From an optimization exercise on the open Yosys and OpenROAD flow, aimed at small area, a short achievable clock period and few clock cycles per item; shortcuts taken in it are not production practice.
In this exercise RTL edits were held to simulation tests only and were not proved equivalent to the original.
Power and IR drop assume default switching activity.

$ cat run.sh
#!/bin/bash
# synth_recipe.tcl (not shown) runs the flow's synth.tcl, then flattens the netlist and writes it again
# the make line also repeats each setting of config.mk as NAME=value (left out here)
make -C /OpenROAD-flow-scripts/flow DESIGN_CONFIG=/design/flow/config.mk WORK_HOME=/design/flow/orfs CLKGATE_MAP_FILE= SYNTH_SCRIPT=/design/flow/synth_recipe.tcl finish
$ cat config.mk
export PLATFORM = sky130hd
export DESIGN_NAME = smolbit_capture
export DESIGN_NICKNAME = smolbit_capture
export VERILOG_FILES = /design/flow/design.v
export SDC_FILE = /design/flow/constraint.sdc
export NUM_CORES = 4
export LEC_CHECK = 0
export CAP_MARGIN = 20
export CORE_MARGIN = 2
export CORE_UTILIZATION = 40
export SLEW_MARGIN = 20
$ cat constraint.sdc
create_clock -name core_clock -period 7.0 [get_ports {clk}]
set_input_delay 1.4000 -clock core_clock [delete_from_list [all_inputs] [get_ports {clk}]]
set_output_delay 1.4000 -clock core_clock [all_outputs]
set_load 0.01 [all_outputs]
$ cat design.v
module smolbit_capture (
    input  wire        clk,
    input  wire        rst,
    input  wire        start,
    output wire        ready,
    input  wire [17:0] start_pc,
    input  wire [17:0] frame_end,
    output reg         done,
    output reg         fault,
    output reg  [17:0] body_end,
    output reg  [17:0] next_pc,
    output reg         mem_req,
    output reg  [12:0] mem_addr,
    input  wire        mem_rvalid,
    input  wire [31:0] mem_rdata
);
    localparam [2:0] T_NOP = 3'd0, T_MANIP = 3'd1, T_PAGE = 3'd2, T_ARITH = 3'd3,
                     T_DISP = 3'd4, T_BLOCK = 3'd5, T_END = 3'd6, T_IO = 3'd7;
    localparam [2:0] S_IDLE  = 3'd0,
                     S_FETCH = 3'd1,    
                     S_WAIT  = 3'd2,    
                     S_READ  = 3'd3,    
                     S_SKIP  = 3'd4;    
    localparam [2:0] F_TAG   = 3'd0,    
                     F_SEL   = 3'd1,    
                     F_LDIW  = 3'd2,    
                     F_FORM  = 3'd3,    
                     F_DPML  = 3'd4;    
    reg [2:0]  state;
    reg [2:0]  field;
    reg [2:0]  tag;
    reg [17:0] pc;
    reg [17:0] fend;
    reg [17:0] tag_pc;       
    reg [15:0] depth;
    reg [19:0] skip_len;
    reg [63:0] win;
    reg [12:0] win_base;
    reg        win_lo_ok, win_hi_ok;
    reg        fetch_hi;     
    assign ready = (state == S_IDLE);
    wire [12:0] pc_word   = pc[17:5];
    wire        win_ok    = win_lo_ok && win_hi_ok && (win_base == pc_word);
    wire [63:0] win_shift = win << pc[4:0];
    wire [31:0] bits      = win_shift[63:32];
    reg [4:0] fwidth;
    always @(*) begin
        case (field)
            F_TAG:  fwidth = 5'd3;
            F_SEL:  fwidth = (tag == T_DISP || tag == T_IO) ? 5'd2 : 5'd3;
            F_LDIW: fwidth = 5'd2;
            F_FORM: fwidth = 5'd1;
            default: fwidth = 5'd16;
        endcase
    end
    wire [19:0] read_end = {2'b00, pc} + {15'd0, fwidth};
    wire [19:0] skip_end = {2'b00, pc} + skip_len;
    wire [2:0]  v3  = bits[31:29];
    wire [1:0]  v2  = bits[31:30];
    wire        v1  = bits[31];
    wire [15:0] v16 = bits[31:16];
    always @(posedge clk) begin
        done    <= 1'b0;
        mem_req <= 1'b0;
        if (rst) begin
            state     <= S_IDLE;
            win_lo_ok <= 1'b0;
            win_hi_ok <= 1'b0;
        end else begin
            case (state)
            S_IDLE: begin
                if (start) begin
                    pc        <= start_pc;
                    fend      <= frame_end;
                    depth     <= 16'd1;
                    field     <= F_TAG;
                    win_lo_ok <= 1'b0;
                    win_hi_ok <= 1'b0;
                    state     <= S_READ;
                end
            end
            S_FETCH: begin
                mem_req <= 1'b1;
                if (win_base != pc_word || !win_lo_ok) begin
                    if (win_hi_ok && win_base + 13'd1 == pc_word) begin
                        win[63:32] <= win[31:0];
                        win_lo_ok  <= 1'b1;
                        win_base   <= pc_word;
                        win_hi_ok  <= 1'b0;
                        mem_addr   <= pc_word + 13'd1;
                        fetch_hi   <= 1'b1;
                    end else begin
                        win_base  <= pc_word;
                        win_lo_ok <= 1'b0;
                        win_hi_ok <= 1'b0;
                        mem_addr  <= pc_word;
                        fetch_hi  <= 1'b0;
                    end
                end else begin
                    mem_addr <= pc_word + 13'd1;
                    fetch_hi <= 1'b1;
                end
                state <= S_WAIT;
            end
            S_WAIT: begin
                if (mem_rvalid) begin
                    if (fetch_hi) begin
                        win[31:0] <= mem_rdata;
                        win_hi_ok <= 1'b1;
                    end else begin
                        win[63:32] <= mem_rdata;
                        win_lo_ok  <= 1'b1;
                    end
                    state <= S_READ;
                end
            end
            S_READ: begin
                if (read_end > {2'b00, fend}) begin
                    fault <= 1'b1;
                    done  <= 1'b1;
                    state <= S_IDLE;
                end else if (!win_ok) begin
                    state <= S_FETCH;
                end else begin
                    pc <= read_end[17:0];
                    case (field)
                    F_TAG: begin
                        tag    <= v3;
                        tag_pc <= pc;
                        case (v3)
                        T_NOP: field <= F_TAG;
                        T_END: begin
                            if (depth == 16'd1) begin
                                fault    <= 1'b0;
                                body_end <= pc;
                                next_pc  <= read_end[17:0];
                                done     <= 1'b1;
                                state    <= S_IDLE;
                            end
                            depth <= depth - 16'd1;
                            field <= F_TAG;
                        end
                        default: field <= F_SEL;
                        endcase
                    end
                    F_SEL: begin
                        field <= F_TAG;
                        case (tag)
                        T_MANIP: begin skip_len <= 20'd4; state <= S_SKIP; end
                        T_PAGE:  ;
                        T_ARITH: begin
                            if (v3 == 3'd5) field <= F_LDIW;
                            else begin skip_len <= 20'd8; state <= S_SKIP; end
                        end
                        T_DISP: begin
                            skip_len <= (v2 == 2'd3) ? 20'd8 : 20'd4;
                            state    <= S_SKIP;
                        end
                        T_BLOCK: begin
                            case (v3)
                            3'd0, 3'd6: begin       
                                skip_len <= 20'd10;
                                depth    <= depth + 16'd1;
                                state    <= S_SKIP;
                            end
                            3'd1, 3'd2: begin       
                                skip_len <= 20'd4;
                                depth    <= depth + 16'd1;
                                state    <= S_SKIP;
                            end
                            3'd3, 3'd4: begin       
                                skip_len <= 20'd4;
                                state    <= S_SKIP;
                            end
                            3'd5: field <= F_FORM;  
                            default: field <= F_DPML;  
                            endcase
                        end
                        default: begin              
                            if (v2[1]) begin skip_len <= 20'd4; state <= S_SKIP; end
                        end
                        endcase
                    end
                    F_LDIW: begin
                        skip_len <= 20'd4 + {15'd0, v2, 3'b000} + 20'd8;
                        field    <= F_TAG;
                        state    <= S_SKIP;
                    end
                    F_FORM: begin
                        skip_len <= v1 ? 20'd8 : 20'd12;
                        depth    <= depth + 16'd1;
                        field    <= F_TAG;
                        state    <= S_SKIP;
                    end
                    default: begin              
                        skip_len <= {1'b0, v16, 3'b000};
                        field    <= F_TAG;
                        state    <= S_SKIP;
                    end
                    endcase
                end
            end
            S_SKIP: begin
                if (skip_end > {2'b00, fend}) begin
                    fault <= 1'b1;
                    done  <= 1'b1;
                    state <= S_IDLE;
                end else begin
                    pc    <= skip_end[17:0];
                    state <= S_READ;
                end
            end
            default: state <= S_IDLE;
            endcase
        end
    end
endmodule
==> qor.yml <==
status: "no timing/DRC/antenna violations"
setup_tns_ns: 0
dieArea_um2: 34880
cp_slowest_stage_delay_ns: 0.96
cp_slowest_cell: "o41ai_1"
grt_pass1_vias: 9369
multi_input_area_um2: 6703
core_um2: 32700
die_y_um: 186.8
crit_required_ns: 7.19
antenna_found_initial: 0
cts-htree-levels: 1
drt_iter0_drc: 639
drive_above_1_share_pct: 13.80
async_reset_ff_share_pct: 0
r2r_cells: 17
synth_ff_type: "edfxtp_1"
crit_start: "field[0]"
post_cts_buffers: 0
seq_area_frac_synth_pct: 46.90
cts_tree: "yes"
r2r-start: "field[0]"
ys.warnings.count: 1
rows: 66
grt_use_total_pct: 19.14
cp-end-kind: "flop"
ys_ff_latch: 211
hold_buffers: 0
clock-sinks: 211
drv_cap: 0
arrival_ns: 6.12
drtPass1Iterations: 5
final_cells: 1725
ir_drop_mv: 0.1805
start_util_pct: 40.86
p_sw_share_pct: 27.45
clk_latency_ns: 0.53
areaGrowthSynthToFinish_pct: 18.66
p_leak_nw: 5.719
dp.cells: 1680
clk_transition_reported_paths_ns: 0.06
period_share_pct: 84.66
path_class: "reg2reg"
num-fill-cells: 2983
endpoint: "next_pc[8]"
avgSynthCellArea_um2: 11.55
reg2reg_slack_ns: 1.07
root_buffer: "clkbuf_16"
ioPinCount: 125
tightestPinTransition_ns: 1.114
timing_hold_violations_final: 0
hpwlAfterDp_um: 25210
synth_area_um2: 13360
combPwrFrac_pct: 18.6
synth-edff-count: 204
synth.top_cells.by_area: "edfxtp_1 46%, ha_1 5.8%, mux4_2 5.1%"
yosys.area.top_type_share_pct: 45.85
ys_top_cells_by_count: "204 x edfxtp_1, 107 x nand2_1, 82 x nor2_1, 62 x ha_1, 58 x a21oi_1"
wl_per_cell_um: 19.60
p_seq_share_pct: 44.2
grt_max_degree: 61
min_period_ns: 5.926
worst_path_most_repeated_cell: "nand2_1"
nets: 1401
cp-start-kind: "flop"
synth.most_common_cell: "edfxtp_1"
fmax_ghz: 0.1687
portBuffers: 124
relSlewSlack_pct: 24.76
ant_nets: 0
routed_wirelength_um: 33800
power_frac_clock_pct: 37.3
cts_resized: 0
hold_path_startpoint: "win_hi_ok"
hold_class: "reg2reg"
pwr_density_cell_nw_per_um2: 213.9
vias_per_cell: 5.505
yosys.area.top_type: "edfxtp_1"
vias: 9496
gp_congestion: 0.8724
grt_pass1_wl_um: 53290
synthDistinctLibCells: 83
numCtsBuffers: 25
drc: 0
grt-ovfl-total: 0
netlist_instances: 1157
syn_nets: 1293
rsz0062_at_grt: "false"
cts_buffer_depth: 3
final.setup_skew_ns: 0.01091
die_w_um: 186.8
setup_viol: 0
power.internal_mw: 2.461
switchingPower_mw: 0.9311
final-seq-area_um2: 6266
slew_viol_final: 0
antenna_cells: 0
worst-path-max-fanout: 24
critical_path.cell_chain: "nor2b_1 > a311oi_1 > ha_1 > fa_1 > a41o_1 > and2_1 > nand2_1 > xnor2_1 > ha_1 > a21o_1 > a211o_1 > o41ai_1 > nand2_1 > nor3_1 > nand2_1 > nor3_2 > buf_4"
r2r_end: "next_pc[8]"
==> layout make-up <==
class                   count  share of cell area, %
flip-flops and latches    211                  39.52
inverters                  40                 0.9470
well taps                 442                  3.488
multi-input cells         843                  42.27
clock buffers              26                  3.969
repair buffers            144                  8.775
clock inverters            19                  1.026
==> critical path: cells and delay by family (launching register included) <==
family                     cells  cell delay [ns]
AOI/OAI and AO/OA              5             2.02
and+or+nand+nor                7             1.61
adders and majority gates      3             0.80
DFF                            1             0.53
buffers and inverters          1             0.34
xor gates and xnor gates       1             0.27
==> worst min-delay path by stage <==
stage,end,slack [ns],depth (start not counted)
floorplan,body_end[3],0.45,0
global placement,win[33],0.53,1
detailed placement,win_hi_ok,0.52,2
CTS,win_hi_ok,0.54,2
global route,win_hi_ok,0.55,2
finish,win_hi_ok,0.54,2
==> routing by layer <==
layer | global-route usage (%) | part of all wire, % | vias up
met5 | 0 | 0 | -
met4 | 6.136 | 3.3 | 0
met3 | 2.633 | 4.7 | 67
met2 | 32.51 | 48 | 256
met1 | 25.33 | 44 | 4546
li1 | - | - | 4627
==> cell families (layout without fill, tap and decap cells) <==
family,after synthesis,after routing,share of synthesized area (%)
buffers and inverters,103,229,3.249
and+or+nand+nor,366,366,13.62
muxes,128,128,14.04
AOI/OAI and AO/OA,206,206,10.85
xor gates and xnor gates,79,79,5.235
adders and majority gates,64,64,6.105
DFF,211,211,46.90
==> power by group through the flow <==
stage,sequential (mW),clock (mW),combinational (mW)
3_3_place_gp,1.52,0,0.622
6_report,1.50,1.26,0.629
4_1_cts,1.50,1.30,0.631
2_1_floorplan,1.50,0,0.454
3_5_place_dp,1.52,0,0.629
5_1_grt,1.50,1.34,0.693
==> cells in the final DEF (no fill, tap or decap), types with 17 or more instances in the layout <==
cell type,n
a21o_1,17
nor2b_1,23
mux2i_1,34
mux2_2,54
mux4_2,30
edfxtp_1,204
clkbuf_16,25
xnor2_1,56
xor2_1,22
nand4_1,22
o21ai_0,24
nor2_1,82
a22oi_1,19
nor3_1,22
inv_1,37
clkdlybuf4s50_1,124
nand3_1,26
nand2_1,107
a21oi_1,58
ha_1,62
buf_4,20
==> sequential cells by signal, indices dropped and copies added, names as in the netlist <==
| signal | count |
|---|---|
| body_end | 18 |
| depth | 16 |
| done | 1 |
| fault | 1 |
| fend | 18 |
| fetch_hi | 1 |
| field | 3 |
| mem_addr | 13 |
| mem_req | 1 |
| next_pc | 18 |
| pc | 18 |
| skip_len | 18 |
| state | 3 |
| tag | 3 |
| win | 64 |
| win_base | 13 |
| win_hi_ok | 1 |
| win_lo_ok | 1 |
==> through the flow <==
step           setup slack (ns)  area [um^2]  power [mW]  util, %  hold slack, ns
2_1_floorplan           0.01156        13360       1.953        -          0.4550
4_1_cts                   1.123        15860       3.427    48.48          0.5376
3_5_place_dp              1.173        15060       2.153    46.06          0.5242
6_report                  1.074        15860       3.392    48.48          0.5377
3_3_place_gp              1.210        15060       2.146    46.06          0.5294
5_1_grt                  0.5864        15860       3.538    48.48          0.5549
Testbench counts, summed over its fixed seeds: cycles 162,988, captures 480.

static timing again, ports no longer ideal:
In the flow no input, the clock included, has a driving cell. The finished layout below was timed again as built, in two steps. Step 1 assumes that a clkbuf_16 drives the clock port and a buf_2 every other input. Step 2, shift: input delay + t, output delay - t, t = (earliest + latest rising clock arrival at the registers) / 2. This alone moves slack from input paths to output paths. Slacks: ideal ports / drivers / drivers and shift; pairs: ideal ports / drivers.
shift t [ns]: 0.571
slack for setup (ns): 1.074 / 1.074 / 1.074
worst setup path at the end: register to register
worst slew at a driven data input, ns: 0.04
pins driven straight from the clock port: 1
After both steps this run still meets setup and hold. The setup slack of this run moves by 0.000 ns with the drivers and by 0.000 ns with both steps.
